This design comes from an exercise in tuning for small area on the open sky130 flow, not from production work. At most, simulation tests tie the RTL to the original design; equivalence was not proved. No functional check of the RTL was part of run 2. Power is estimated from default activity; no workload was simulated.

## design/flow/run.sh

```bash
#!/bin/bash
# synth_recipe.tcl (not shown) runs the flow's synth.tcl, then flattens the netlist and writes it again
# the make line also repeats each setting of config.mk as NAME=value (left out here)
make -C /OpenROAD-flow-scripts/flow DESIGN_CONFIG=/design/flow/config.mk WORK_HOME=/design/flow/orfs CLKGATE_MAP_FILE= SYNTH_SCRIPT=/design/flow/synth_recipe.tcl finish
```

## design/flow/config.mk

```make
export PLATFORM = sky130hd
export DESIGN_NAME = od22_core
export DESIGN_NICKNAME = od22_core
export VERILOG_FILES = /design/flow/design.v
export SDC_FILE = /design/flow/constraint.sdc
export NUM_CORES = 4
export LEC_CHECK = 0
export ABC_AREA = 1
export CAP_MARGIN = 20
export CORE_MARGIN = 2
export CORE_UTILIZATION = 40
export SLEW_MARGIN = 20
```

## design/flow/constraint.sdc

```tcl
create_clock -name core_clock -period 10.0 [get_ports {clk}]
set_input_delay 2.0000 -clock core_clock [delete_from_list [all_inputs] [get_ports {clk}]]
set_output_delay 2.0000 -clock core_clock [all_outputs]
set_load 0.01 [all_outputs]
```

## design/flow/design.v

```verilog
module od22_resolver (
    input  wire [7:0]  addr_lo,
    input  wire [7:0]  addr_hi,
    input  wire [7:0]  mode_b,
    input  wire [7:0]  fb_b,
    output wire        daddr_valid,
    output wire [8:0]  daddr,
    output wire [7:0]  fb_addr
);
    wire extended = mode_b[0];
    assign daddr_valid = (addr_lo[7:6] == 2'b00) && !addr_hi[7] &&
                         (!extended || addr_hi[2:1] == 2'b00);
    wire [8:0] composed = extended ? {addr_hi[0], 2'b00, addr_lo[5:0]}
                                   : {addr_hi[2:0], addr_lo[5:0]};
    assign daddr = daddr_valid ? composed : 9'd0;
    assign fb_addr = (fb_b > 8'd128) ? 8'd0 : fb_b;
endmodule
module od22_device (
    input  wire       clk,
    input  wire       rst,
    input  wire [7:0] hold_cfg,    
    input  wire       reassert,
    input  wire       tick,        
    input  wire       act,         
    input  wire       gate,        
    output wire       coil_g,
    output wire       coil_r
);
    reg       known;    
    reg       red;      
    reg [7:0] hold;
    reg [7:0] rem;
    wire on       = (rem != 8'd0);
    wire act_take = act && (!known || (red != gate) || reassert);
    assign coil_g = on & !red;
    assign coil_r = on &  red;
    always @(posedge clk) begin
        if (rst)
            hold <= hold_cfg;
        if (!rst && act_take)
            red <= gate;
    end
    always @(posedge clk) begin
        if (rst) begin
            known <= 1'b0;
            rem   <= 8'd0;
        end else if (act_take) begin
            known <= 1'b1;
            rem   <= hold;
        end else if (tick && on) begin
            rem <= rem - 8'd1;
        end
    end
endmodule
module od22_channel (
    input  wire       clk,
    input  wire       rst,
    input  wire       tick,       
    input  wire       sample,     
    input  wire [7:0] cfg_retx,
    input  wire       commit,     
    output wire       stable_s,   
    output wire       armed_s,    
    output wire       pend_q
);
    reg       last;
    reg [3:0] run;
    reg       rep;
    reg       pend;
    reg       armed;
    reg [7:0] rcnt;               
    wire eq  = (sample == last);
    assign stable_s = eq & (run[3] | (run[2:0] == 3'd7));
    wire arm = stable_s & !run[3] & (sample != rep);
    wire pend_s = arm ? sample : pend;
    assign armed_s = arm | armed;
    assign pend_q  = pend;
    wire [7:0] rsel = arm ? cfg_retx : rcnt;
    always @(posedge clk) begin
        if (tick)
            last <= sample;
        if (tick && (arm || commit))
            rcnt <= rsel - {7'd0, commit};
    end
    always @(posedge clk) begin
        if (rst) begin
            run   <= 4'd0;
            rep   <= 1'b0;
            pend  <= 1'b0;
            armed <= 1'b0;
        end else if (tick) begin
            if (!eq || run == 4'd0)
                run <= 4'd1;
            else if (!run[3])
                run <= run + 4'd1;
            pend <= pend_s;
            if (commit) begin
                rep   <= pend_s;
                armed <= (arm || armed) && (rsel != 8'd0);
            end else if (arm) begin
                armed <= 1'b1;
            end
        end
    end
endmodule
module od22_core (
    input  wire        clk,
    input  wire        rst,
    input  wire [87:0] cfgmem,        
    input  wire        tick,
    input  wire [7:0]  raw,
    input  wire        bus_active,
    input  wire        cmd_valid,
    input  wire [1:0]  cmd_dev,
    input  wire        cmd_gate,       
    input  wire        cmd_activate,
    input  wire        tx_done,
    output wire [3:0]  coil_g,
    output wire [3:0]  coil_r,
    output wire        daddr_valid,
    output wire [8:0]  daddr,
    output wire [10:0] xaddr,
    output wire [7:0]  fb_addr,
    output wire        tx_valid,
    output wire [7:0]  tx_addr,
    output wire        tx_half,
    output wire [3:0]  tx_data,
    output wire        ready,
    output wire        connected
);
    wire       res_daddr_valid;
    wire [8:0] res_daddr;
    wire [7:0] res_fb_addr;
    od22_resolver u_resolver (
        .addr_lo     (cfgmem[7:0]),
        .addr_hi     (cfgmem[15:8]),
        .mode_b      (cfgmem[23:16]),
        .fb_b        (cfgmem[63:56]),
        .daddr_valid (res_daddr_valid),
        .daddr       (res_daddr),
        .fb_addr     (res_fb_addr)
    );
    reg        r_daddr_valid;
    reg [8:0]  r_daddr;
    reg [7:0]  r_fb_addr;
    reg        cfg_split;
    reg [7:0]  cfg_retx;
    reg        cfg_reassert;
    always @(posedge clk) begin
        if (rst) begin
            r_daddr_valid <= res_daddr_valid;
            r_daddr       <= res_daddr;
            r_fb_addr     <= res_fb_addr;
            cfg_split     <= cfgmem[64];
            cfg_retx      <= cfgmem[79:72];
            cfg_reassert  <= cfgmem[80];
        end
    end
    assign daddr_valid = r_daddr_valid;
    assign daddr       = r_daddr;
    assign xaddr       = {2'd0, r_daddr} + 11'd999 + {10'd0, r_daddr_valid};
    assign fb_addr     = r_fb_addr;
    wire fb_enabled = (r_fb_addr != 8'd0) && !(cfg_split && r_fb_addr[7]);
    reg ph_ann;     
    reg ph_conn;    
    assign ready     = !ph_ann;
    assign connected = ph_conn;
    wire tick_acc = tick & !ph_ann;
    wire cmd_acc  = cmd_valid & !ph_ann;
    genvar d;
    generate
        for (d = 0; d < 4; d = d + 1) begin : g_dev
            od22_device u_dev (
                .clk        (clk),
                .rst        (rst),
                .hold_cfg   (cfgmem[8*(3+d) +: 8]),
                .reassert   (cfg_reassert),
                .tick       (tick_acc),
                .act        (cmd_acc & cmd_activate & (cmd_dev == d)),
                .gate       (cmd_gate),
                .coil_g     (coil_g[d]),
                .coil_r     (coil_r[d])
            );
        end
    endgenerate
    wire [7:0] stable_s;    
    wire [7:0] armed_s;     
    wire [7:0] pend_q;      
    wire [7:0] commit;      
    genvar c;
    generate
        for (c = 0; c < 8; c = c + 1) begin : g_ch
            od22_channel u_ch (
                .clk      (clk),
                .rst      (rst),
                .tick     (tick_acc),
                .sample   (raw[c]),
                .cfg_retx (cfg_retx),
                .commit   (commit[c]),
                .stable_s (stable_s[c]),
                .armed_s  (armed_s[c]),
                .pend_q   (pend_q[c])
            );
        end
    endgenerate
    reg [1:0] grp;         
    reg       tx_busy;
    reg       r_tx_valid;
    wire do_announce = ph_ann && !tx_busy;
    wire busy_after_done = (tx_busy | do_announce) & ~tx_done;
    wire [3:0] grp_ok;
    genvar g;
    generate
        for (g = 0; g < 4; g = g + 1) begin : g_grp
            assign grp_ok[g] = stable_s[2*g] & stable_s[2*g+1] &
                               (armed_s[2*g] | armed_s[2*g+1]);
        end
    endgenerate
    wire [1:0] scan_grp = grp_ok[0] ? 2'd0 : grp_ok[1] ? 2'd1 : grp_ok[2] ? 2'd2 : 2'd3;
    wire try_active = tick_acc && fb_enabled && bus_active;
    wire tx_busy_nd = tx_busy & ~tx_done;    
    wire do_scan    = try_active && ph_conn && !tx_busy_nd && (grp_ok != 4'd0);
    wire do_join    = try_active && !ph_conn && (&stable_s);
    generate
        for (g = 0; g < 4; g = g + 1) begin : g_commit
            assign commit[2*g]   = do_scan && (scan_grp == g);
            assign commit[2*g+1] = do_scan && (scan_grp == g);
        end
    endgenerate
    always @(posedge clk) begin
        if (rst) begin
            ph_ann     <= 1'b0;
            ph_conn    <= 1'b0;
            tx_busy    <= 1'b0;
            r_tx_valid <= 1'b0;
        end else begin
            r_tx_valid <= do_announce | do_scan;
            tx_busy    <= busy_after_done | do_scan;
            if (do_announce && grp == 2'd2) begin
                ph_ann  <= 1'b0;
                ph_conn <= 1'b1;
            end
            if (tick_acc && fb_enabled) begin
                if (!bus_active) begin
                    ph_conn <= 1'b0;
                end else if (do_join) begin
                    ph_ann  <= 1'b1;
                end
            end
        end
    end
    always @(posedge clk) begin
        if (do_announce)
            grp <= grp + 2'd1;
        else if (do_join)
            grp <= 2'd3;
        else if (do_scan)
            grp <= scan_grp;
    end
    assign tx_addr  = r_fb_addr + {7'd0, cfg_split & grp[1]};
    assign tx_half  = cfg_split ? grp[0] : grp[1];
    assign tx_data  = !cfg_split ? (grp[1] ? pend_q[7:4] : pend_q[3:0]) :
                      grp[0] ? {(grp[1] ? pend_q[7:6] : pend_q[3:2]), 2'b00}
                             : {2'b00, (grp[1] ? pend_q[5:4] : pend_q[1:0])};
    assign tx_valid = r_tx_valid;
endmodule
```

==> results of run 1 <==
## cells in the mapped netlist (all sizes together), types with 6 or more instances
| cell | instances | area share |
|---|---|---|
| dfxtp | 96 | 0.15 |
| o21ai | 136 | 0.062 |
| nor2 | 153 | 0.051 |
| inv | 214 | 0.063 |
| nand4 | 27 | 0.014 |
| a31oi | 29 | 0.014 |
| ha | 53 | 0.052 |
| a211oi | 24 | 0.014 |
| nand3 | 55 | 0.028 |
| nor3 | 16 | 0.0066 |
| edfxtp | 138 | 0.32 |
| a221oi | 6 | 0.0041 |
| a311oi | 6 | 0.0041 |
| nand2 | 327 | 0.10 |
| xor2 | 54 | 0.037 |
| a21oi | 51 | 0.020 |
| clkbuf | 17 | 0.0050 |
| xnor2 | 25 | 0.017 |
| buf | 24 | 0.020 |
## through the flow
stage | cell area, um^2 | utilization
final | 15200 | 0.483
after global routing | 15200 | 0.483
after CTS | 15200 | 0.483
after detailed placement | 14400 | 0.455
after global placement | 14400 | 0.455
after floorplan | 12800 | -
## final timing paths
kind              slack [ps]                  start               endpoint
hold / removal           470  g_dev[1].u_dev.rem[1]  g_dev[1].u_dev.rem[1]
hold reg to reg          470  g_dev[1].u_dev.rem[1]  g_dev[1].u_dev.rem[1]
setup reg to reg        6390    g_ch[2].u_ch.run[0]   g_ch[7].u_ch.rcnt[6]
setup / recovery        4970                 raw[2]   g_ch[7].u_ch.rcnt[6]
## power by group
group	total [mW]	leakage [nW]	internal, mW	switching, mW
logic	0.557	3.72	0.241	0.316
registers	1.16	2.07	1.10	0.0583
clock network	0.972	0.440	0.573	0.399
## area by class of cell
cell class	count	area [um^2]
inverter	214	803
multi-input combinational	988	5650
clock buffer	44	842
timing repair buffer	135	1340
fill	3010	16300
clock inverter	8	38.8
sequential	234	6070
tap	402	503
antenna	1	2.50
## kinds of logic (layout without fill, tap and decap cells)
logic type	after synthesis	count (layout)	share of synthesized area
compound gates	261	261	0.124
xor+xnor	79	79	0.0539
fa+ha+maj	53	53	0.0517
buf+inv	255	401	0.0873
flops	234	234	0.473
other cells	0	1	0
simple gates	595	595	0.211
## routing by layer
layer	global-route usage	part of all wire	up-vias
met3	0.0264	0.039	49
met5	0	0	-
met2	0.275	0.45	165
li1	-	-	5179
met1	0.235	0.49	4481
met4	0.0413	0.023	0
## flip-flops by register name (all words and copies together), names as in the netlist, 8 cells and up
name	cells
cfg_retx	8
g_ch.u_ch.armed	8
g_ch.u_ch.last	8
g_ch.u_ch.pend	8
g_ch.u_ch.rcnt	64
g_ch.u_ch.rep	8
g_ch.u_ch.run	32
g_dev.u_dev.hold	32
g_dev.u_dev.rem	32
r_daddr	9
r_fb_addr	8
## critical path, cell delays in order
cell             delay, ps
clkdlybuf4s50_1        580
inv_2                   70
nand2_2                 70
nand3_2                100
nor2_2                 750
nor2_1                 150
nand2_1                140
nand2_1                110
nand2_1                120
nand4_2                210
inv_1                  170
ha_1                   200
ha_1                   160
inv_1                   60
nor2_1                 170
nand3_1                110
xor2_1                 150
==> out/metrics.csv, run 1 <==
metric,value,unit
global route overflow,0,
total die area,33500,um^2
post-CTS setup buffers,0,
Final setup violation count,0,
Synth cell types,48,
Ports,159,
Max Slew Vio Count,0,
global-route wire length before repair,46.7,mm
most frequent cells in the layout,"nand2_1 (305), inv_1 (193), nor2_1 (138), edfxtp_1 (138), clkdlybuf4s50_1 (132)",
Area growth syn-to-layout,18.8,%
pre-CTS WS,4360,ps
worst min path class,flop to flop,
post-synthesis instance area,12800,um^2
Avg WL per Cell,13.8,um
slew margin rel.,0.349,
yosys warns,3,
WL final,28.0,mm
clock buffer depth,3,
Post-CTS Resized,0,
ys async rst share,0,
final cell count without fillers,2026,
H-tree level count,1,
Root Buffer Master,clkbuf_16,
die height,183,um
# nets final,1760,
Cells after DPL,1973,
status,timing/DRC/antenna clean,
unrepaired setup endpoints after global routing,no,
Final Wtd Congestion,0.817,
"most common cell after layout, fill and taps aside",nand2_1,
Seq cells post-synth,234,
Post-DP HPWL,19.6,mm
share of layout cells above drive strength 1,0.0949,
Rows,65,
setup TNS,0,ps
total power draw,2.69,mW
Max Cap Viol,0,
Synth Flop Type,edfxtp_1,
post-layout min period,5030,ps
first drt pass iteration count,5,
vias in the first global route,9485,
Setup CP Type,input port to flop,
drt drc,0,
Critical Path Source Type,input port,
sequential area share after synthesis,0.473,
initial antenna violation count,1,
Worst-Margin Slew,976,ps
leakage power,6.24,nW
Port Buf Inserts,133,
clock latency on the worst-skew pair,550,ps
CTS Hold Buffers Added,0,
synthesized net count,1636,
hold_ws,466,ps
hold path depth,2,
power density over the cells,176,nW/um^2
fmax,199,MHz
CP max FO,20,
critical path arrival,5320,ps
pin count of the biggest net entering global routing,68,
Final Skew,15.9,ps
"EDFF count, synth",138,
core area,31600,um^2
crit end category,flop,
clock sinks,234,
setup ws final,4970,ps
fin crit share,0.503,
Worst R2R Path Depth,18,
CTS Buf Count,28,
Starting Density,0.407,
Syn Area/Cell,8.69,um^2
CTS tree,done,
post-route ant nets,0,
clock-pin slew on the worst setup and hold paths,60,ps
post-DR vias/cell,4.87,
Vias,9874,
DRT iter0 DRCs,441,
GR Util All Layers,0.168,
Fin. Hold Viols,0,
die extent in x,183,um
required time of the critical path,10290,ps
Post-Synthesis Cells,1477,
Max VDD drop,0.148,mV
==> run 2: changes to the inputs <==
--- a/design/flow/design.v
+++ b/design/flow/design.v
@@ -33,22 +33,21 @@
     wire on       = (rem != 8'd0);
     wire act_take = act && (!known || (red != gate) || reassert);
-    assign coil_g = on & !red;
-    assign coil_r = on &  red;
+    assign coil_g = on & known & !red;
+    assign coil_r = on & known &  red;
     always @(posedge clk) begin
         if (rst)
             hold <= hold_cfg;
-        if (!rst && act_take)
+        if (act_take) begin
             red <= gate;
-    end
-    always @(posedge clk) begin
-        if (rst) begin
-            known <= 1'b0;
-            rem   <= 8'd0;
-        end else if (act_take) begin
-            known <= 1'b1;
-            rem   <= hold;
+            rem <= hold;
         end else if (tick && on) begin
             rem <= rem - 8'd1;
         end
+    end
+    always @(posedge clk) begin
+        if (rst)
+            known <= 1'b0;
+        else if (act_take)
+            known <= 1'b1;
     end
 endmodule
@@ -59,4 +58,5 @@
     input  wire       sample,     
     input  wire [7:0] cfg_retx,
+    input  wire       cfg_retx_nz,  
     input  wire       commit,     
     output wire       stable_s,   
@@ -90,5 +90,5 @@
             armed <= 1'b0;
         end else if (tick) begin
-            if (!eq || run == 4'd0)
+            if (!eq)
                 run <= 4'd1;
             else if (!run[3])
@@ -97,5 +97,5 @@
             if (commit) begin
                 rep   <= pend_s;
-                armed <= (arm || armed) && (rsel != 8'd0);
+                armed <= arm ? cfg_retx_nz : (armed && rcnt != 8'd0);
             end else if (arm) begin
                 armed <= 1'b1;
@@ -197,4 +197,5 @@
                 .sample   (raw[c]),
                 .cfg_retx (cfg_retx),
+                .cfg_retx_nz (cfg_retx != 8'd0),
                 .commit   (commit[c]),
                 .stable_s (stable_s[c]),
--- a/design/flow/config.mk
+++ b/design/flow/config.mk
@@ -10,3 +10,5 @@
 export CORE_MARGIN = 2
 export CORE_UTILIZATION = 40
+export CTS_BUF_LIST = sky130_fd_sc_hd__clkbuf_4
+export CTS_CLUSTER_SIZE = 30
 export SLEW_MARGIN = 20
==> run 2 against run 1 <==
Net effect: die area shrank 0.57%; clock skew grew 39 ps; total power is 16% lower; critical endpoint is now xaddr[8]; largest power group unchanged; highest routed layer unchanged.
==> out/metrics.csv, run 2 <==
metric,value,unit,change
status,timing/DRC/antenna clean,,unchanged
total die area,33300,um^2,was 33500 um^2
Critical Path Source Type,flop,,was input port
Rows,65,,unchanged
Comb pwr share,0.089,,was 0.208
post-synthesis instance area,12800,um^2,about the same
required time of the critical path,8000,ps,was 10290 ps
CTS Hold Buffers Added,0,,unchanged
core area,31500,um^2,was 31600 um^2
sequential area share after synthesis,0.500,,was 0.473
pin count of the biggest net entering global routing,56,,was 68
clock sinks,234,,unchanged
Avg WL per Cell,14.0,um,was 13.8 um
Vias,10100,,was 9874
post-CTS setup buffers,0,,unchanged
unrepaired setup endpoints after global routing,no,,unchanged
Syn Area/Cell,8.81,um^2,was 8.69 um^2
slew margin rel.,0.374,,was 0.349
Area growth syn-to-layout,19.6,%,was 18.8%
Max Slew Vio Count,0,,unchanged
yosys warns,3,,unchanged
"EDFF count, synth",170,,was 138
post-route ant nets,0,,unchanged
Final Wtd Congestion,0.852,,was 0.817
global-route wire length before repair,47.3,mm,was 46.7 mm
Largest Register,g_ch.u_ch.rcnt,,unchanged
max reg flops,64,,unchanged
Synth Area in Compound Gates,0.0956,,was 0.124
clock-pin slew on the worst setup and hold paths,60,ps,about the same
Root Buffer Master,clkbuf_4,,was clkbuf_16
final instance area,15300,um^2,was 15200 um^2
Seq cells post-synth,234,,unchanged
GR Util All Layers,0.176,,was 0.168
CP max FO,2,,was 20
"count leader, synth",nand2_1,,unchanged
die extent in x,183,um,about the same
share of layout cells above drive strength 1,0.119,,was 0.0949
Fin. Hold Viols,0,,unchanged
Synth Area in XOR/XNOR,0.0549,,was 0.0539
Ports,159,,unchanged
"area leader, netlist",edfxtp_1,,unchanged
WL final,29.0,mm,was 28.0 mm
top cell type's share of synthesized area,0.400,,was 0.323
Adder-Cell Fraction of Synth Area,0.0441,,was 0.0517
Synth cell types,52,,was 48
Final Skew,54.7,ps,was 15.9 ps
worst min path class,flop to flop,,unchanged
switching power,0.558,mW,was 0.773 mW
Port Buf Inserts,133,,unchanged
global route overflow,0,,unchanged
# nets final,1771,,was 1760
Starting Density,0.405,,was 0.407
synthesized net count,1600,,was 1636
Post-CTS Resized,0,,unchanged
sequential share of power,0.503,,was 0.431
Final setup violation count,0,,unchanged
DRT iter0 DRCs,562,,was 441
crit end category,output port,,was flop
die height,183,um,about the same
post-layout min period,4730,ps,was 5030 ps
leakage power,6.27,nW,was 6.24 nW
CTS Buf Count,68,,was 28
initial antenna violation count,3,,was 1
Worst-Margin Slew,938,ps,was 976 ps
clock power share,0.408,,was 0.362
top post-synthesis cells by area,"edfxtp_1 (40%), dfxtp_1 (10%), nand2_1 (9.2%)",,"was edfxtp_1 (32%), dfxtp_1 (15%), nand2_1 (8.9%)"
Commonest cells post-synth,"nand2_1 (313), inv_1 (200), edfxtp_1 (170), nor2_1 (136), o21ai_0 (99)",,"was nand2_1 (305), inv_1 (193), edfxtp_1 (138), nor2_1 (138), o21ai_0 (97)"
"most common cell after layout, fill and taps aside",nand2_1,,unchanged
critical path arrival,2730,ps,was 5320 ps
Max Cap Viol,0,,unchanged
clock buffer depth,3,,unchanged
drt drc,0,,unchanged
setup TNS,0,ps,unchanged
Post-Synthesis Cells,1449,,was 1477
post-DR vias/cell,4.84,,was 4.87
Switching Fraction,0.248,,was 0.288
Max VDD drop,0.0572,mV,was 0.148 mV
fraction of synthesized area in multiplexers,0,,unchanged
ys async rst share,0,,unchanged
clock latency on the worst-skew pair,690,ps,was 550 ps
H-tree level count,3,,was 1
Synth Flop Type,edfxtp_1,,unchanged
largest family of logic cells by synthesized area,simple AND/OR/NAND/NOR gates,,unchanged
fin crit share,0.473,,was 0.503
Placed Area,14400,um^2,about the same
Setup CP Type,flop to output port,,was input port to flop
Post-DP HPWL,21.0,mm,was 19.6 mm
Synth Area in Simple Gates,0.222,,was 0.211
fmax,211,MHz,was 199 MHz
power density over the cells,148,nW/um^2,was 176 nW/um^2
CTS tree,done,,unchanged
vias in the first global route,9916,,was 9485
first drt pass iteration count,5,,unchanged
most frequent cells in the layout,"nand2_1 (313), inv_1 (200), edfxtp_1 (170), nor2_1 (136), clkdlybuf4s50_1 (132)",,"was nand2_1 (305), inv_1 (193), nor2_1 (138), edfxtp_1 (138), clkdlybuf4s50_1 (132)"
Int Power,1.69,mW,was 1.91 mW
[run 2: cell types whose count changed after synthesis, sizes merged, moves of 5 or more]
cell    delta
a211oi    -21
a311oi     -6
a31oi     -24
dfxtp     -32
edfxtp    +32
ha         -8
nand3     +10
nor3      +10
nor3b      +5
[run 2: power by group through the flow]
| stage | clock, mW | sequential (mW) | combinational [mW] |
|---|---|---|---|
| floorplan | 0 | 1.14 | 0.108 |
| global placement | 0 | 1.15 | 0.199 |
| detailed placement | 0 | 1.15 | 0.203 |
| CTS | 0.952 | 1.13 | 0.204 |
| global route | 1.01 | 1.14 | 0.227 |
| finish | 0.919 | 1.13 | 0.201 |
[run 2: worst paths after layout]
path | start | endpoint | slack, ps | cells past startpoint
setup / recovery | r_daddr[0] | xaddr[8] | 5270 | 9
setup reg to reg | g_ch[5].u_ch.run[0] | g_ch[5].u_ch.rcnt[6] | 7020 | 15
hold reg to reg | g_ch[1].u_ch.rep | g_ch[1].u_ch.rep | 480 | 2
hold / removal | g_ch[1].u_ch.rep | g_ch[1].u_ch.rep | 480 | 2
[run 2: worst max-delay path, stage by stage, from the launching register on]
cell and delay, ps:
edfxtp_1 380, inv_1 70, ha_1 160, ha_1 190, nand2_1 90, a21oi_1 230
nand2_1 90, or2_2 290, nand2_1 60, clkdlybuf4s50_1 520
[run 2: final cells by class]
| cell class | instances | area, um^2 |
|---|---|---|
| Tap cell | 402 | 503 |
| Sequential cell | 234 | 6390 |
| Clock inverter | 18 | 93.8 |
| Antenna cell | 4 | 10.0 |
| Inverter | 215 | 807 |
| Clock buffer | 105 | 788 |
| Fill cell | 3002 | 16200 |
| Timing Repair Buffer | 136 | 1350 |
| Multi-Input combinational cell | 965 | 5320 |
[run 2: through the flow]
step | total power, mW | hold slack [ps] | utilization | setup slack [ps] | std cells
2_1_floorplan | 1.25 | 434 | - | 6140 | 1449
3_3_place_gp | 1.35 | 463 | 0.457 | 5000 | 1952
3_5_place_dp | 1.36 | 467 | 0.457 | 5010 | 1952
4_1_cts | 2.29 | 478 | 0.485 | 5190 | 2075
5_1_grt | 2.37 | 503 | 0.485 | 4980 | 2078
6_report | 2.25 | 481 | 0.485 | 5270 | 2079
[run 2: routing by layer]
layer	part of all wire	track usage	vias to the layer above
met3	0.041	0.0377	54
met5	0	0	-
li1	-	-	5189
met1	0.45	0.219	4631
met4	0.027	0.0735	0
met2	0.49	0.297	193
[run 2: kinds of logic after synthesis]
family	count (synthesis)
buffers and inverters	250
flip-flops	234
AND/OR/NAND/NOR	626
AO/OA/AOI/OAI	214
adder cells (fa/ha/maj)	45
XOR/XNOR	80
==> run 3: changes to the inputs <==
--- a/design/flow/design.v
+++ b/design/flow/design.v
@@ -57,9 +57,7 @@
     input  wire       tick,       
     input  wire       sample,     
-    input  wire [7:0] cfg_retx,
-    input  wire       cfg_retx_nz,  
     input  wire       commit,     
     output wire       stable_s,   
-    output wire       armed_s,    
+    output wire       arm,        
     output wire       pend_q
 );
@@ -68,25 +66,18 @@
     reg       rep;
     reg       pend;
-    reg       armed;
-    reg [7:0] rcnt;               
     wire eq  = (sample == last);
     assign stable_s = eq & (run[3] | (run[2:0] == 3'd7));
-    wire arm = stable_s & !run[3] & (sample != rep);
+    assign arm      = stable_s & !run[3] & (sample != rep);
     wire pend_s = arm ? sample : pend;
-    assign armed_s = arm | armed;
     assign pend_q  = pend;
-    wire [7:0] rsel = arm ? cfg_retx : rcnt;
     always @(posedge clk) begin
         if (tick)
             last <= sample;
-        if (tick && (arm || commit))
-            rcnt <= rsel - {7'd0, commit};
     end
     always @(posedge clk) begin
         if (rst) begin
-            run   <= 4'd0;
-            rep   <= 1'b0;
-            pend  <= 1'b0;
-            armed <= 1'b0;
+            run  <= 4'd0;
+            rep  <= 1'b0;
+            pend <= 1'b0;
         end else if (tick) begin
             if (!eq)
@@ -95,10 +86,35 @@
                 run <= run + 4'd1;
             pend <= pend_s;
-            if (commit) begin
-                rep   <= pend_s;
+            if (commit)
+                rep <= pend_s;
+        end
+    end
+endmodule
+module od22_group (
+    input  wire       clk,
+    input  wire       rst,
+    input  wire       tick,
+    input  wire [7:0] cfg_retx,
+    input  wire       cfg_retx_nz,  
+    input  wire       arm,          
+    input  wire       commit,       
+    output wire       armed_s       
+);
+    reg       armed;
+    reg [7:0] rcnt;               
+    assign armed_s = arm | armed;
+    wire [7:0] rsel = arm ? cfg_retx : rcnt;
+    always @(posedge clk) begin
+        if (tick && (arm || commit))
+            rcnt <= rsel - {7'd0, commit};
+    end
+    always @(posedge clk) begin
+        if (rst)
+            armed <= 1'b0;
+        else if (tick) begin
+            if (commit)
                 armed <= arm ? cfg_retx_nz : (armed && rcnt != 8'd0);
-            end else if (arm) begin
+            else if (arm)
                 armed <= 1'b1;
-            end
         end
     end
@@ -185,7 +201,9 @@
     endgenerate
     wire [7:0] stable_s;    
-    wire [7:0] armed_s;     
+    wire [7:0] arm;         
+    wire [3:0] armed_s;     
     wire [7:0] pend_q;      
-    wire [7:0] commit;      
+    wire [3:0] commit;      
+    wire       cfg_retx_nz = (cfg_retx != 8'd0);
     genvar c;
     generate
@@ -196,10 +214,20 @@
                 .tick     (tick_acc),
                 .sample   (raw[c]),
-                .cfg_retx (cfg_retx),
-                .cfg_retx_nz (cfg_retx != 8'd0),
-                .commit   (commit[c]),
+                .commit   (commit[c/2]),
                 .stable_s (stable_s[c]),
-                .armed_s  (armed_s[c]),
+                .arm      (arm[c]),
                 .pend_q   (pend_q[c])
+            );
+        end
+        for (c = 0; c < 4; c = c + 1) begin : g_gr
+            od22_group u_gr (
+                .clk         (clk),
+                .rst         (rst),
+                .tick        (tick_acc),
+                .cfg_retx    (cfg_retx),
+                .cfg_retx_nz (cfg_retx_nz),
+                .arm         (arm[2*c] | arm[2*c+1]),
+                .commit      (commit[c]),
+                .armed_s     (armed_s[c])
             );
         end
@@ -214,6 +242,5 @@
     generate
         for (g = 0; g < 4; g = g + 1) begin : g_grp
-            assign grp_ok[g] = stable_s[2*g] & stable_s[2*g+1] &
-                               (armed_s[2*g] | armed_s[2*g+1]);
+            assign grp_ok[g] = stable_s[2*g] & stable_s[2*g+1] & armed_s[g];
         end
     endgenerate
@@ -225,6 +252,5 @@
     generate
         for (g = 0; g < 4; g = g + 1) begin : g_commit
-            assign commit[2*g]   = do_scan && (scan_grp == g);
-            assign commit[2*g+1] = do_scan && (scan_grp == g);
+            assign commit[g] = do_scan && (scan_grp == g);
         end
     endgenerate
--- a/design/flow/config.mk
+++ b/design/flow/config.mk
@@ -10,5 +10,6 @@
 export CORE_MARGIN = 2
 export CORE_UTILIZATION = 40
-export CTS_BUF_LIST = sky130_fd_sc_hd__clkbuf_4
-export CTS_CLUSTER_SIZE = 30
+export CTS_BUF_LIST = sky130_fd_sc_hd__clkbuf_16
+export CTS_CLUSTER_DIAMETER = 60
+export CTS_CLUSTER_SIZE = 40
 export SLEW_MARGIN = 20
==> run 3 against run 2 <==
Net effect: global-route usage down 0.60 points; via count down 22%; routed wire length down 21%; critical path depth down 1.
==> out/metrics.csv, run 3 <==
metric,value,unit,change
CTS tree,done,,unchanged
Critical Path Source Type,flop,,unchanged
Seq cells post-synth,198,,was 234
Buf/Inv on CP,2,,unchanged
Final Skew,15.4,ps,was 54.7 ps
vias in the first global route,7419,,was 9916
die extent in x,165,um,was 183 um
sink of the worst hold path,g_ch[4].u_ch.rep,,was g_ch[1].u_ch.rep
"Largest stage delay, worst path",600,ps,was 520 ps
Max Cap Viol,0,,unchanged
DRT iter0 DRCs,434,,was 562
first drt pass iteration count,5,,unchanged
crit end category,output port,,unchanged
clock latency on the worst-skew pair,440,ps,was 690 ps
fraction of synthesized area in multiplexers,0,,unchanged
CP Cell Sequence,nand2_1 > inv_1 > ha_1 > nand3_1 > nor3_1 > nand3_1 > xnor2_1 > clkdlybuf4s50_1,,was inv_1 > ha_1 > ha_1 > nand2_1 > a21oi_1 > nand2_1 > or2_2 > nand2_1 > clkdlybuf4s50_1
post-DR vias/cell,4.89,,was 4.84
required time of the critical path,8000,ps,about the same
FF-to-FF setup slack,7230,ps,was 7020 ps
unrepaired setup endpoints after global routing,no,,unchanged
critical-path cell with the highest stage delay,clkdlybuf4s50_1,,unchanged
power density over the cells,149,nW/um^2,was 148 nW/um^2
FILL cells,2371,,was 3002
switching power,0.495,mW,was 0.558 mW
WL final,22.8,mm,was 29.0 mm
Commonest cells post-synth,"nand2_1 (223), inv_1 (141), edfxtp_1 (138), nor2_1 (119), o21ai_0 (73)",,"was nand2_1 (313), inv_1 (200), edfxtp_1 (170), nor2_1 (136), o21ai_0 (99)"
core area,25300,um^2,was 31500 um^2
Post-Synthesis Cells,1131,,was 1449
leakage power,4.86,nW,was 6.27 nW
initial antenna violation count,2,,was 3
H-tree level count,4,,was 3
Ant. Diodes,0,,was 4
hold path depth,2,,unchanged
"area leader, netlist",edfxtp_1,,unchanged
setup TNS,0,ps,unchanged
Port Buf Inserts,133,,unchanged
Final setup violation count,0,,unchanged
Worst Min Path Start,g_ch[4].u_ch.rep,,was g_ch[1].u_ch.rep
drt drc,0,,unchanged
Post-DP HPWL,16.5,mm,was 21.0 mm
Int Power,1.37,mW,was 1.69 mW
worst r2r src,g_ch[0].u_ch.run[0],,was g_ch[5].u_ch.run[0]
Synth cell types,44,,was 52
Root Buffer Master,clkbuf_16,,was clkbuf_4
clock buffer depth,2,,was 3
Comb pwr share,0.112,,was 0.089
status,timing/DRC/antenna clean,,unchanged
"EDFF count, synth",138,,was 170
Worst R2R Path Depth,17,,was 15
CTS Hold Buffers Added,0,,unchanged
Synth Area in Compound Gates,0.0941,,was 0.0956
slew margin rel.,0.441,,was 0.374
Register Area,5350,um^2,was 6390 um^2
post-CTS setup buffers,0,,unchanged
Max Slew Vio Count,0,,unchanged
CP max FO,6,,was 2
Synth Flop Type,edfxtp_1,,unchanged
yosys warns,4,,was 3
post-layout min period,4700,ps,was 4730 ps
area of the multi-input gates,4250,um^2,was 5320 um^2
clock-pin slew on the worst setup and hold paths,80,ps,was 60 ps
Vias,7840,,was 10100
fmax,213,MHz,was 211 MHz
Switching Fraction,0.265,,was 0.248
critical path arrival,2700,ps,was 2730 ps
ys async rst share,0,,unchanged
Setup CP Type,flop to output port,,unchanged
clock sinks,198,,was 234
"count leader, synth",nand2_1,,unchanged
top post-synthesis cells by area,"edfxtp_1 (40%), dfxtp_1 (12%), nand2_1 (8.1%)",,"was edfxtp_1 (40%), dfxtp_1 (10%), nand2_1 (9.2%)"
Ports,159,,unchanged
clock power share,0.369,,was 0.408
Adder-Cell Fraction of Synth Area,0.0448,,was 0.0441
Worst-Margin Slew,837,ps,was 938 ps
Synth Area in Simple Gates,0.215,,was 0.222
synthesized net count,1274,,was 1600
"most common cell after layout, fill and taps aside",nand2_1,,unchanged
global-route wire length before repair,36.4,mm,was 47.3 mm
Max VDD drop,0.101,mV,was 0.0572 mV
total die area,27200,um^2,was 33300 um^2
top cell type's share of synthesized area,0.401,,was 0.400
Final Wtd Congestion,0.792,,was 0.852
largest family of logic cells by synthesized area,simple AND/OR/NAND/NOR gates,,unchanged
Starting Density,0.409,,was 0.405
Rows,58,,was 65
total power draw,1.87,mW,was 2.25 mW
Avg WL per Cell,14.2,um,was 14.0 um
worst min path class,flop to flop,,unchanged
global route overflow,0,,unchanged
sequential share of power,0.519,,was 0.503
cell mode on critical path,nand3_1,,was nand2_1
# nets final,1404,,was 1771
post-synthesis instance area,10300,um^2,was 12800 um^2
Synth Area in XOR/XNOR,0.0567,,was 0.0549
most frequent cells in the layout,"nand2_1 (223), inv_1 (141), edfxtp_1 (138), clkdlybuf4s50_1 (132), nor2_1 (119)",,"was nand2_1 (313), inv_1 (200), edfxtp_1 (170), nor2_1 (136), clkdlybuf4s50_1 (132)"
Worst path top cell family by delay,buffers and inverters,,unchanged
GR Util All Layers,0.170,,was 0.176
CTS Buf Count,17,,was 68
fin crit share,0.470,,was 0.473
post-route ant nets,0,,unchanged
Area growth syn-to-layout,21.2,%,was 19.6%
Fin. Hold Viols,0,,unchanged
Post-CTS Resized,0,,unchanged
Syn Area/Cell,9.14,um^2,was 8.81 um^2
die height,165,um,was 183 um
reg2reg end,g_gr[1].u_gr.rcnt[6],,was g_ch[5].u_ch.rcnt[6]
sequential area share after synthesis,0.517,,was 0.500
pin count of the biggest net entering global routing,52,,was 56
share of layout cells above drive strength 1,0.0871,,was 0.119
## run 3: changes by cell type in the layout (fill, tap and decap cells not counted), moves of 25 or more
cell      change
nand2_1      -90
o21ai_0      -25
clkbuf_4    -105
edfxtp_1     -32
inv_1        -59
## run 3: stage by stage
step | cell area (um^2) | cells | hold slack (ps) | util | setup WS [ps]
2_1_floorplan | 10300 | 1131 | 441 | - | 6190
3_3_place_gp | 11900 | 1572 | 455 | 0.473 | 5300
3_5_place_dp | 11900 | 1572 | 466 | 0.473 | 5270
4_1_cts | 12500 | 1604 | 477 | 0.496 | 5220
5_1_grt | 12500 | 1604 | 519 | 0.496 | 5150
6_report | 12500 | 1604 | 475 | 0.496 | 5300
## run 3: layer usage
| metal | track usage | up-vias | share of wire |
|---|---|---|---|
| met5 | 0 | - | 0.0012 |
| met4 | 0.0372 | 4 | 0.0085 |
| met3 | 0.0399 | 21 | 0.055 |
| met2 | 0.281 | 153 | 0.47 |
| met1 | 0.229 | 3644 | 0.47 |
| li1 | - | 4018 | - |
## run 3: how the worst max path moves through the flow
stage | cells after the start | start | slack (ps) | end
5_1_grt | 8 | cfg_split | 5150 | tx_addr[7]
3_3_place_gp | 17 | raw[4] | 5300 | g_gr[2].u_gr.rcnt[6]
6_report | 8 | cfg_split | 5300 | tx_addr[7]
4_1_cts | 8 | cfg_split | 5220 | tx_addr[7]
3_5_place_dp | 17 | raw[4] | 5270 | g_gr[2].u_gr.rcnt[6]
2_1_floorplan | 15 | raw[5] | 6190 | g_gr[2].u_gr.rcnt[6]
## run 3: power groups by stage
stage | Clock (mW) | Combinational [mW] | Sequential, mW
floorplan | 0 | 0.113 | 0.981
global placement | 0 | 0.207 | 0.987
detailed placement | 0 | 0.210 | 0.988
CTS | 0.708 | 0.212 | 0.970
global route | 0.740 | 0.236 | 0.976
finish | 0.690 | 0.209 | 0.969
## run 3: cells by family after synthesis
group           count (synthesis)
xor+xnor                       67
fa+ha+maj                      37
buf+inv                       178
simple gates                  484
flops                         198
compound gates                167
## run 3: area by class of cell
cell class,instances,area share
Timing Repair Buffer,138,0.109
Clock inverter,15,0.0135
Inverter,151,0.0452
Clock buffer,17,0.0339
Tap cell,330,0.0329
Multi-Input combinational cell,755,0.339
Sequential cell,198,0.426
## run 3: worst register-to-register path: cells and delay by family, from the launching register on
family	cells	cell delay, ps
buffers and inverters	2	170
adders and majority gates	4	780
xor gates and xnor gates	1	140
DFF	1	350
and+or+nand+nor	10	1100
==> run 4: changes to the inputs <==
==> design/flow/flow/run.sh (new file) <==
#!/bin/bash
# Own layout flow: the standard layout (standard.sh) with two changes:
#  - synthesis maps the combinational logic with an area-oriented ABC script
#    (flow/area.abc); everything else in synthesis, including the flip-flop
#    mapping, is the standard one, and the registers are checked against the
#    standard synthesis (same names and cell types) before going on;
#  - port buffers are the smallest buffer (buf_1) instead of the default choice.
# Each step's full output goes to a log file in the work folder.
set -euo pipefail
W=$(pwd)
F=$W/flow
export OWN_ABC_SCRIPT=$F/area.abc
PORTBUF="BUFFER_PORTS_ARGS=-buffer_cell sky130_fd_sc_hd__buf_1"
CTS_ARGS_FILE=$F/cts.txt
EXTRA=()
if [[ -f $CTS_ARGS_FILE ]]; then
  while IFS= read -r l; do [[ -n $l ]] && EXTRA+=("$l"); done < "$CTS_ARGS_FILE"
fi

# Reference: the standard synthesis, in a folder of its own
make -C "$FLOW_HOME" DESIGN_CONFIG="$W/config.mk" WORK_HOME="$W/ref" CLKGATE_MAP_FILE= \
  SYNTH_SCRIPT="$W/synth_recipe.tcl" synth > "$W/ref_synth.log" 2>&1

# Own synthesis
bash "$W/standard.sh" SYNTH_SCRIPT="$F/synth_area.tcl" synth > "$W/own_synth.log" 2>&1

SYN=(SYNTH_SCRIPT="$F/synth_area.tcl")
regs() {
  python3 - "$1" <<'PY'
import re, sys
s = open(sys.argv[1]).read()
cells = re.findall(r'^\s*(sky130_fd_sc_hd__\w+)\s+(\S+)\s*\(', s, re.M)
ff = sorted((re.sub(r'_\d+$', '', t), n) for t, n in cells
            if re.search(r'__(e?df|sdf|sedf|dl)', t))
print('\n'.join(f'{t} {n}' for t, n in ff))
PY
}
RES=$W/orfs/results/sky130hd/od22_core/base
regs "$W/ref/results/sky130hd/od22_core/base/1_2_yosys.v" > "$W/regs_ref.txt"
regs "$RES/1_2_yosys.v" > "$W/regs_own.txt"
if ! cmp -s "$W/regs_ref.txt" "$W/regs_own.txt"; then
  echo "registers differ from the standard synthesis: using the standard netlist" | tee "$W/regs_fallback.log"
  rm -rf "$W/orfs"
  SYN=()
  bash "$W/standard.sh" synth > "$W/std_synth.log" 2>&1
fi

# The rest of the standard layout
bash "$W/standard.sh" "${SYN[@]}" "$PORTBUF" "${EXTRA[@]}" finish > "$W/layout.log" 2>&1
==> design/flow/flow/area.abc (new file) <==
strash
balance
rewrite
refactor
balance
rewrite
rewrite -z
balance
refactor -z
rewrite -z
balance
dch -f
amap
==> design/flow/flow/synth_area.tcl (new file) <==
proc synth {args} { yosys synth -nofsm -noshare {*}$args }
# Same synthesis as synth_recipe.tcl, with an area-oriented ABC script for the
# combinational logic (flip-flops are mapped before ABC and are unchanged).
proc abc {args} {
  set i [lsearch -exact $args -script]
  if { $i >= 0 } {
    set args [lreplace $args $i [expr {$i + 1}] -script $::env(OWN_ABC_SCRIPT)]
  }
  yosys abc {*}$args
}
source $::env(SCRIPTS_DIR)/synth.tcl
# left out here: clear keep_hierarchy, flatten, clean up, hide names made inside functions, write 1_2_yosys.v
==> design/flow/standard.sh (new file) <==
#!/bin/bash
# synth_recipe.tcl (not shown) runs the flow's synth.tcl, then flattens the netlist and writes it again
# the make line also repeats each setting of config.mk as NAME=value (left out here)
make -C /OpenROAD-flow-scripts/flow DESIGN_CONFIG=/design/flow/config.mk WORK_HOME=/design/flow/orfs CLKGATE_MAP_FILE= SYNTH_SCRIPT=/design/flow/synth_recipe.tcl "${@:-finish}"
--- a/design/flow/config.mk
+++ b/design/flow/config.mk
@@ -9,7 +9,4 @@
 export CAP_MARGIN = 20
 export CORE_MARGIN = 2
-export CORE_UTILIZATION = 40
-export CTS_BUF_LIST = sky130_fd_sc_hd__clkbuf_16
-export CTS_CLUSTER_DIAMETER = 60
-export CTS_CLUSTER_SIZE = 40
+export CORE_UTILIZATION = 70
 export SLEW_MARGIN = 20
removed: design/flow/run.sh
==> run 4 against run 3 <==
Net effect: still clean; die area is 47% lower; critical endpoint is now g_gr[3].u_gr.rcnt[7]; critical path depth up 12; highest routed layer is now met4; non-clock buffer count is 1 lower; combinational power is 33% lower; sequential share of layout area grew 7.6 points; total power decreased by 5.6%; final cell count down 21%; design area shrank 15%; first-iteration DRC count up 30%; core utilization increased by 31 points; flip-flop and latch count unchanged.
==> out/metrics.csv, run 4 <==
metric,value,unit,change
clock power share,0.376,,was 0.369
yosys warns,4,,unchanged
post-CTS setup buffers,0,,unchanged
Finished Core Util,0.810,,was 0.496
Ports,159,,unchanged
Final Skew,9.71,ps,was 15.4 ps
pin count of the biggest net entering global routing,71,,was 52
DRT met1 WL,8.20,mm,was 10.7 mm
Final Wtd Congestion,0.838,,was 0.792
setup TNS,0,ps,unchanged
sequential area share after synthesis,0.571,,was 0.517
CTS Hold Buffers Added,0,,unchanged
critical path arrival,6320,ps,was 2700 ps
Rows,42,,was 58
first drt pass iteration count,7,,was 5
crit end category,flop,,was output port
worst min path class,flop to flop,,unchanged
CP Cell Sequence,buf_1 > nor2_1 > a21oi_1 > clkinv_1 > o21ai_0 > a2111oi_0 > nor2_1 > clkinv_1 > o21ai_0 > clkinv_1 > nor2_1 > a21oi_1 > nand3_1 > clkinv_1 > ha_1 > and3_1 > and3_1 > and3_1 > nand2_1 > o21ai_0,,was nand2_1 > inv_1 > ha_1 > nand3_1 > nor3_1 > nand3_1 > xnor2_1 > clkdlybuf4s50_1
Synth cell types,39,,was 44
Cells after DPL,1229,,was 1572
"area leader, netlist",edfxtp_1,,unchanged
Max Slew Vio Count,0,,unchanged
Max Cap Viol,0,,unchanged
WL final,19.5,mm,was 22.8 mm
global-route wire length before repair,31.0,mm,was 36.4 mm
Syn Area/Cell,10.1,um^2,was 9.14 um^2
Post-DP HPWL,13.4,mm,was 16.5 mm
# nets final,1215,,was 1404
Post-CTS Resized,0,,unchanged
WL met2,9.64,mm,was 10.7 mm
Post-Synthesis Cells,924,,was 1131
Met3 Wirelength,1.19,mm,was 1.25 mm
core area,13100,um^2,was 25300 um^2
Int Power,1.35,mW,was 1.37 mW
highest metal used,met4,,was met5
Area growth syn-to-layout,13.5,%,was 21.2%
power density over the cells,166,nW/um^2,was 149 nW/um^2
Ant. Diodes,0,,unchanged
"count leader, synth",nor2_1,,was nand2_1
share of layout cells above drive strength 1,0.0313,,was 0.0871
final cell count without fillers,1261,,was 1604
global route overflow,0,,unchanged
ys async rst share,0,,unchanged
total die area,14300,um^2,was 27200 um^2
H-tree level count,4,,unchanged
Starting Density,0.713,,was 0.409
Fin. Hold Viols,0,,unchanged
pre-CTS WS,3460,ps,was 5270 ps
post-DR vias/cell,5.94,,was 4.89
fmax,163,MHz,was 213 MHz
"most common cell after layout, fill and taps aside",nor2_1,,was nand2_1
switching power,0.410,mW,was 0.495 mW
required time of the critical path,10180,ps,was 8000 ps
vias in the first global route,6864,,was 7419
Port Buf Inserts,133,,unchanged
Avg WL per Cell,15.4,um,was 14.2 um
Synth Flop Type,edfxtp_1,,unchanged
clock buffer depth,2,,unchanged
slew margin rel.,0.343,,was 0.441
critical-path cell with the highest stage delay,nor2_1,,was clkdlybuf4s50_1
setup ws final,3860,ps,was 5300 ps
Worst-Margin Slew,975,ps,was 837 ps
synthesized net count,1067,,was 1274
CTS Buf Count,17,,unchanged
die extent in x,120,um,was 165 um
GR Util All Layers,0.273,,was 0.170
Seq cells post-synth,198,,unchanged
Root Buffer Master,clkbuf_16,,unchanged
drt drc,0,,unchanged
clock latency on the worst-skew pair,430,ps,was 440 ps
Final setup violation count,0,,unchanged
fin crit share,0.614,,was 0.470
most frequent cells in the layout,"nor2_1 (150), edfxtp_1 (138), buf_1 (132), clkinv_1 (112), dfxtp_1 (60)",,"was nand2_1 (223), inv_1 (141), edfxtp_1 (138), clkdlybuf4s50_1 (132), nor2_1 (119)"
Vias,7485,,was 7840
unrepaired setup endpoints after global routing,no,,unchanged
clock-pin slew on the worst setup and hold paths,70,ps,was 80 ps
post-synthesis instance area,9370,um^2,was 10300 um^2
CP max FO,12,,was 6
final instance area,10600,um^2,was 12500 um^2
Critical Path Source Type,input port,,was flop
DRT iter0 DRCs,565,,was 434
status,timing/DRC/antenna clean,,unchanged
Comb pwr share,0.079,,was 0.112
cell mode on critical path,clkinv_1,,was nand3_1
die height,120,um,was 165 um
initial antenna violation count,0,,was 2
clock sinks,198,,unchanged
"Largest stage delay, worst path",650,ps,was 600 ps
Max VDD drop,0.128,mV,was 0.101 mV
CTS tree,done,,unchanged
post-route ant nets,0,,unchanged
Switching Fraction,0.232,,was 0.265
"EDFF count, synth",138,,unchanged
leakage power,3.57,nW,was 4.86 nW
top post-synthesis cells by area,"edfxtp_1 (44%), dfxtp_1 (13%), nor2_1 (6.0%)",,"was edfxtp_1 (40%), dfxtp_1 (12%), nand2_1 (8.1%)"
sequential share of power,0.545,,was 0.519
post-layout min period,6140,ps,was 4700 ps
Commonest cells post-synth,"nor2_1 (150), edfxtp_1 (138), clkinv_1 (111), o21ai_0 (62), dfxtp_1 (60)",,"was nand2_1 (223), inv_1 (141), edfxtp_1 (138), nor2_1 (119), o21ai_0 (73)"
Setup CP Type,input port to flop,,was flop to output port
Placed Area,10100,um^2,was 11900 um^2
top cell type's share of synthesized area,0.442,,was 0.401
run 4: changes by cell type after synthesis, sizes merged, moves of 11 or more:
| cell | before | now |
|---|---|---|
| xnor2 | 20 | 0 |
| nor2 | 135 | 150 |
| o22ai | 0 | 44 |
| and3 | 1 | 14 |
| nor2b | 0 | 11 |
| inv | 151 | 0 |
| o21ai | 101 | 62 |
| xor2 | 47 | 1 |
| o22a | 0 | 23 |
| clkinv | 0 | 111 |
| clkbuf | 11 | 0 |
| nand2 | 251 | 54 |
| a221oi | 0 | 11 |
| nand3 | 40 | 14 |
run 4: worst paths after layout:
path | start | slack (ps) | cells past startpoint | end
worst max register to register | g_ch[0].u_ch.run[0] | 5210 | 18 | g_gr[3].u_gr.rcnt[7]
worst min register to register | g_ch[4].u_ch.pend | 490 | 2 | g_ch[4].u_ch.pend
worst min-delay path | g_ch[4].u_ch.pend | 490 | 2 | g_ch[4].u_ch.pend
worst max-delay path | raw[0] | 3860 | 20 | g_gr[3].u_gr.rcnt[7]
run 4: cells by family after synthesis:
| family | Yosys count | synth area share |
|---|---|---|
| AO/OA/AOI/OAI | 254 | 0.175 |
| XOR/XNOR | 1 | 0.000935 |
| adder cells (fa/ha/maj) | 37 | 0.0494 |
| buffers and inverters | 119 | 0.0509 |
| flip-flops | 198 | 0.571 |
| AND/OR/NAND/NOR | 315 | 0.153 |
run 4: worst max-delay path, delay by kind of cell:
family | cells | cell delay (ps)
buffers and inverters | 5 | 1240
adders and majority gates | 1 | 240
and+or+nand+nor | 8 | 1640
AOI/OAI and AO/OA | 6 | 1200
run 4: final cells by class:
type / count / area, um^2
Sequential cell: 198 / 5350
Multi-Input combinational cell: 607 / 3550
Fill cell: 865 / 2500
Timing Repair Buffer: 137 / 533
Clock buffer: 20 / 447
Inverter: 111 / 417
Tap cell: 176 / 220
Clock inverter: 12 / 128
run 4: power by group through the flow:
stage	registers [mW]	clock network [mW]	logic, mW
2_1_floorplan	0.969	0	0.0852
3_3_place_gp	0.975	0	0.132
3_5_place_dp	0.977	0	0.138
4_1_cts	0.960	0.674	0.140
5_1_grt	0.964	0.700	0.159
6_report	0.960	0.663	0.140
run 4: through the flow:
step	hold WS, ps	total power [mW]
global route	509	1.82
detailed placement	466	1.11
finish	485	1.76
CTS	476	1.77
global placement	462	1.11
floorplan	436	1.05
run 4: per-layer routing:
layer | vias to the layer above | track usage
li1 | 3737 | -
met1 | 3449 | 0.345
met2 | 254 | 0.460
met3 | 45 | 0.0613
met4 | 0 | 0.105
met5 | - | 0
==> run 5: changes to the inputs <==
--- a/design/flow/config.mk
+++ b/design/flow/config.mk
@@ -9,4 +9,4 @@
 export CAP_MARGIN = 20
 export CORE_MARGIN = 2
-export CORE_UTILIZATION = 70
+export CORE_UTILIZATION = 40
 export SLEW_MARGIN = 20
==> run 5 against run 4 <==
Net effect: register-to-register slack improved by 20 ps; worst setup slack got worse by 8.1 ps; flip-flop and latch count unchanged; clock skew increased by 1.5 ps; non-clock buffer count unchanged; first-iteration DRC count decreased by 21%; global-route usage decreased by 11 points; maximum frequency decreased by 0.13%.
==> out/metrics.csv, run 5 <==
metric,value,unit,change
Synth Flop Type,edfxtp_1,,unchanged
pin count of the biggest net entering global routing,63,,was 71
CTS Hold Buffers Added,0,,unchanged
post-CTS setup buffers,0,,unchanged
synthesized net count,1067,,unchanged
Final Wtd Congestion,0.813,,was 0.838
post-synthesis instance area,9370,um^2,unchanged
"count leader, synth",nor2_1,,unchanged
Final setup violation count,0,,unchanged
fmax,163,MHz,about the same
Max Slew Vio Count,0,,unchanged
vias in the first global route,6704,,was 6864
global-route wire length before repair,32.8,mm,was 31.0 mm
Vias,7193,,was 7485
die height,157,um,was 120 um
GR Util All Layers,0.167,,was 0.273
crit end category,flop,,unchanged
Port Buf Inserts,133,,unchanged
ys async rst share,0,,unchanged
Register Area,5350,um^2,unchanged
global route overflow,0,,unchanged
initial antenna violation count,1,,was 0
unrepaired setup endpoints after global routing,no,,unchanged
Worst-Margin Slew,1070,ps,was 975 ps
power density over the cells,164,nW/um^2,was 166 nW/um^2
Final Skew,11.2,ps,was 9.71 ps
Rows,55,,was 42
share of layout cells above drive strength 1,0.0332,,was 0.0313
sequential area share after synthesis,0.571,,unchanged
top post-synthesis cells by area,"edfxtp_1 (44%), dfxtp_1 (13%), nor2_1 (6.0%)",,unchanged
H-tree level count,4,,unchanged
DRT iter0 DRCs,449,,was 565
post-layout min period,6150,ps,was 6140 ps
Max Cap Viol,0,,unchanged
Finished Core Util,0.473,,was 0.810
setup TNS,0,ps,unchanged
Seq cells post-synth,198,,unchanged
Post-Synthesis Cells,924,,unchanged
CTS tree,done,,unchanged
Syn Area/Cell,10.1,um^2,unchanged
total die area,24700,um^2,was 14300 um^2
status,timing/DRC/antenna clean,,unchanged
Area growth syn-to-layout,15.4,%,was 13.5%
"area leader, netlist",edfxtp_1,,unchanged
first drt pass iteration count,6,,was 7
Synth cell types,39,,unchanged
Critical Path Source Type,input port,,unchanged
Commonest cells post-synth,"nor2_1 (150), edfxtp_1 (138), clkinv_1 (111), o21ai_0 (62), dfxtp_1 (60)",,unchanged
Ports,159,,unchanged
WL final,20.1,mm,was 19.5 mm
most frequent cells in the layout,"nor2_1 (150), edfxtp_1 (138), buf_1 (132), clkinv_1 (111), dfxtp_1 (60)",,"was nor2_1 (150), edfxtp_1 (138), buf_1 (132), clkinv_1 (112), dfxtp_1 (60)"
Starting Density,0.410,,was 0.713
drt drc,0,,unchanged
leakage power,3.57,nW,about the same
"EDFF count, synth",138,,unchanged
critical path arrival,6340,ps,was 6320 ps
FILL cells,2213,,was 865
top cell type's share of synthesized area,0.442,,unchanged
clock buffer depth,2,,unchanged
CP max FO,11,,was 12
required time of the critical path,10190,ps,was 10180 ps
area of the multi-input gates,3550,um^2,unchanged
yosys warns,4,,unchanged
slew margin rel.,0.276,,was 0.343
core area,22800,um^2,was 13100 um^2
Fin. Hold Viols,0,,unchanged
Setup CP Type,input port to flop,,unchanged
Max VDD drop,0.102,mV,was 0.128 mV
# nets final,1215,,unchanged
post-route ant nets,0,,unchanged
Avg WL per Cell,14.4,um,was 15.4 um
worst min path class,flop to flop,,unchanged
Post-DP HPWL,14.4,mm,was 13.4 mm
post-DR vias/cell,5.14,,was 5.94
clock sinks,198,,unchanged
clock latency on the worst-skew pair,440,ps,was 430 ps
fin crit share,0.615,,was 0.614
Root Buffer Master,clkbuf_16,,unchanged
Post-CTS Resized,0,,unchanged
CTS Buf Count,17,,unchanged
die extent in x,157,um,was 120 um
"most common cell after layout, fill and taps aside",nor2_1,,unchanged
clock-pin slew on the worst setup and hold paths,80,ps,was 70 ps
==> run 5: cell counts after synthesis <==
Identical to the previous run, type by type.
==> run 5: path summary, 6_finish.rpt <==
check | start | endpoint | slack [ps] | cells after the start
setup / recovery | raw[2] | g_gr[2].u_gr.rcnt[7] | 3850 | 20
hold / removal | g_ch[4].u_ch.pend | g_ch[4].u_ch.pend | 470 | 2
setup reg to reg | g_ch[2].u_ch.run[0] | g_gr[2].u_gr.rcnt[7] | 5230 | 18
hold reg to reg | g_ch[4].u_ch.pend | g_ch[4].u_ch.pend | 470 | 2
==> run 5: power by group <==
group	switching [mW]	total, mW	internal (mW)
clock network	0.313	0.675	0.362
logic	0.0842	0.137	0.0532
registers	0.0339	0.960	0.926
==> run 5: metrics by stage <==
| step | worst slack (ps) | instance area, um^2 | hold WS (ps) | std cells | total power [mW] |
|---|---|---|---|---|---|
| final | 3850 | 10800 | 465 | 1399 | 1.77 |
| after global routing | 3240 | 10800 | 504 | 1398 | 1.85 |
| after CTS | 3930 | 10800 | 473 | 1398 | 1.79 |
| after detailed placement | 3480 | 10200 | 463 | 1366 | 1.12 |
| after global placement | 3500 | 10200 | 459 | 1365 | 1.11 |
| after floorplan | 4570 | 9370 | 436 | 924 | 1.05 |
==> run 5: critical path, stage by stage <==
cell and delay, ps:
buf_1 200, nor2_1 80, a21oi_1 170, clkinv_1 170, o21ai_0 170, a2111oi_0 180, nor2_1 600, clkinv_1 480
o21ai_0 560, clkinv_1 180, nor2_1 170, a21oi_1 150, nand3_1 180, clkinv_1 190, ha_1 250, and3_1 170
and3_1 170, and3_1 150, nand2_1 50, o21ai_0 70
==> run 5: cells by family (layout without fill, tap and decap cells) <==
family	Yosys count	in the layout	share of synthesized area
other	0	1	0
AND/OR/NAND/NOR	315	315	0.153
AO/OA/AOI/OAI	254	254	0.175
flip-flops	198	198	0.571
buffers and inverters	119	280	0.0509
XOR/XNOR	1	1	0.000935
adder cells (fa/ha/maj)	37	37	0.0494
==> run 5: final cells by class <==
cell class              instances  area share
diodes                          1    0.000232
clock buffers                  20      0.0423
flip-flops and latches        198       0.495
inverters                     111      0.0386
well taps                     313      0.0362
repair buffers                137      0.0491
clock inverters                12      0.0109
multi-input cells             607       0.328
==> run 5: routing by layer <==
layer | routed length, um | track usage
met4 | 247 | 0.0411
met3 | 832 | 0.0394
met5 | 0 | 0
met1 | 9560 | 0.222
met2 | 9480 | 0.278

==> separate check: timing with driven ports <==
No port has a modelled driver above. Below, the same layouts with a new extraction and two added sets of constraints.
Step 1 assumes that a clkbuf_16 drives the clock port and a buf_2 every other input.
Step 2 also shifts input and output timing later by t, the mid clock arrival at the registers, as if the neighbouring blocks saw the same clock.
Slacks: ideal / step 1 / step 2; pairs: ideal / step 1.
run	t (ns)	slack for setup (ns)	hold slack, ns
run 1	0.585	4.965 / 4.990 / 4.405	0.466 / 0.466 / 0.466
run 2	0.705	5.270 / 5.227 / 5.012	0.481 / 0.481 / 0.481
run 3	0.478	5.303 / 5.257 / 5.274	0.475 / 0.475 / 0.475
run 4	0.470	3.859 / 3.844 / 3.374	0.485 / 0.485 / 0.485
run 5	0.477	3.851 / 3.835 / 3.357	0.465 / 0.465 / 0.465
After both steps every run listed still meets setup and hold. The setup slack of run 1, which loses most, moves by +0.025 ns with the drivers and by -0.560 ns with both steps.
